Source: an optimization exercise on an open RTL-to-GDS flow (aim: small area and a short achievable clock period). Production flows keep margins and buffers that such runs may drop.
Function was checked by simulation only, so behaviour that the tests miss may differ from the original.
Power is estimated from default activity; no workload was simulated.

== alpha ==
// frame_codec
module frame_codec (
    input  wire        clk,
    input  wire        rst,           
    input  wire        cmd_valid,
    input  wire [7:0]  cmd_op,
    input  wire [7:0]  cmd_arg,       
    input  wire [63:0] cmd_value,     
    output reg         resp_valid,
    output wire [7:0]  resp_status,
    output wire [63:0] resp_data,
    output reg         pay_valid,
    output reg  [7:0]  pay_byte,
    output wire [15:0] frm_version,
    output wire [15:0] frm_flags,
    output wire [63:0] frm_sequence,
    output wire [63:0] frm_reserved
);
Size in the first run: roughly 440 flip-flops, ~330 I/O pins, about 25000 sq um of cells after synthesis.
==> flow/config.mk <==
export PLATFORM = sky130hd
export DESIGN_NAME = frame_codec
export DESIGN_NICKNAME = frame_codec
export VERILOG_FILES = /design/flow/design.v
export SDC_FILE = /design/flow/constraint.sdc
export NUM_CORES = 4
export LEC_CHECK = 0
export CAP_MARGIN = 10
export CORE_MARGIN = 2
export CORE_UTILIZATION = 55
export CTS_BUF_LIST = sky130_fd_sc_hd__clkbuf_4 sky130_fd_sc_hd__clkbuf_8
export CTS_CLUSTER_SIZE = 12
export SETUP_SLACK_MARGIN = 2.6
export SLEW_MARGIN = 10
==> flow/constraint.sdc <==
create_clock -name core_clock -period 5.0 [get_ports {clk}]
set_input_delay 1.0000 -clock core_clock [delete_from_list [all_inputs] [get_ports {clk}]]
set_output_delay 1.0000 -clock core_clock [all_outputs]
set_load 0.01 [all_outputs]
standard.sh (not shown) runs the stock make flow with config.mk's settings and CLKGATE_MAP_FILE= SYNTH_SCRIPT=/design/flow/synth_recipe.tcl, a recipe that flattens the netlist after the stock synthesis.
==> flow/flow/run.sh <==
#!/bin/bash
set -euo pipefail
bash standard.sh finish "BUFFER_PORTS_ARGS=-buffer_cell sky130_fd_sc_hd__buf_1" > make.log 2>&1
Relative to alpha, the following input files were edited for beta:
==> flow/flow/run.sh <==
#!/bin/bash
set -euo pipefail
bash standard.sh finish "BUFFER_PORTS_ARGS=-buffer_cell sky130_fd_sc_hd__buf_2" > make.log 2>&1
Findings:
- Compared to alpha, the routing of beta uses less wire.
- The first-pass GRT wire length of beta is lower than that of alpha.
- Looking at final critical-path setup slack, beta sits 77 ps lower than alpha does.
- | time the final worst path needs with I/O delays and setup | beta vs alpha | worse |

* * *

== run A ==
frame_codec again, from the RTL that the note above started with.
Settings: LEC_CHECK=0, CAP_MARGIN=0, CORE_MARGIN=2, CORE_UTILIZATION=55, CTS_BUF_LIST=sky130_fd_sc_hd__clkbuf_4 sky130_fd_sc_hd__clkbuf_8, CTS_CLUSTER_SIZE=12, SETUP_SLACK_MARGIN=2.6, SLEW_MARGIN=0; clock period 5.0 ns.
==> flow/flow/run.sh <==
#!/bin/bash
set -euo pipefail
bash standard.sh finish "BUFFER_PORTS_ARGS=-buffer_cell sky130_fd_sc_hd__buf_1" > make.log 2>&1
Inputs modified between run A and run B:
- CAP_MARGIN now 10, was 0
- SETUP_SLACK_MARGIN now 2.5, was 2.6
- SLEW_MARGIN now 10, was 0
[summary]
Run B ran to completion and came out clean on the timing, design-rule and antenna checks. Of run B and run A, it is run B that has the lower total leakage power. Higher global-route usage was reported by run A, not run B. Run B vs run A — instance area after placement dropped slightly. The cell with the biggest individual delay on the critical path comes out sky130_fd_sc_hd__a221o_1 in one run and sky130_fd_sc_hd__nor4b_4 in the other, namely in run A and run B respectively.
Setup changes, run B to run C
- swapping 2.5 for 2.8 in SETUP_SLACK_MARGIN
==> flow/flow/run.sh <==
#!/bin/bash
set -euo pipefail
bash standard.sh finish "BUFFER_PORTS_ARGS=-buffer_cell sky130_fd_sc_hd__buf_2" > make.log 2>&1
[summary]
- Register-to-register slack came out lower on run C than on run B.
- Run B ended up with fewer cell instances than run C did.
- On sequential cell power, run C and run B are basically level.
Here is what was changed in the inputs of run D compared with run C.
- swapping 2.8 for 2.7 in SETUP_SLACK_MARGIN
==> flow/flow/run.sh <==
#!/bin/bash
set -euo pipefail
bash standard.sh finish "BUFFER_PORTS_ARGS=-buffer_cell sky130_fd_sc_hd__buf_1" > make.log 2>&1
### Flow results
- In run D, the worst hold slack across all endpoints came out 0.021 ns below the value in run C.
- Looking at actual slew at the worst max-slew pin, run D sits 0.26 ns below run C.
- Compared with run C, run D shows area of the multi-input gates that has gone down by a few percent.
- Timing-limited maximum frequency, run C and run D: higher on run C

what the ideal ports hide:
How much do the figures lean on ideal ports? The routed layouts below were timed once more, with nothing changed but the port constraints.
Step 1, drivers: a clkbuf_16 drives clk and a buf_2 each remaining input, both assumed.
Step 2 adds t to the input delays and takes it off the output delays; t is the mean of the earliest and latest rising clock arrival at the registers after step 1. Input paths then give back, and output paths get back, about the clock's delay inside the block.
a / b / c = ideal / step 1 / step 2; a / b = the first two.
run	shift t [ns]	setup WS [ns]	worst hold slack (ns)	slew at the worst register clock pin (ns)
alpha	0.736	2.512 / 2.484 / 1.747	0.482 / 0.482 / 0.482	0.07 / 0.07
beta	0.732	2.436 / 2.440 / 1.714	0.489 / 0.489 / 0.489	0.07 / 0.07
run A	0.736	2.512 / 2.484 / 1.747	0.482 / 0.482 / 0.482	0.07 / 0.07
run B	0.752	2.478 / 2.513 / 1.760	0.492 / 0.492 / 0.492	0.07 / 0.07
run C	0.728	2.495 / 2.496 / 1.821	0.490 / 0.490 / 0.490	0.07 / 0.07
run D	0.748	2.472 / 2.472 / 1.753	0.469 / 0.480 / 0.480	0.07 / 0.07
After both steps setup and hold are still met in every run listed.
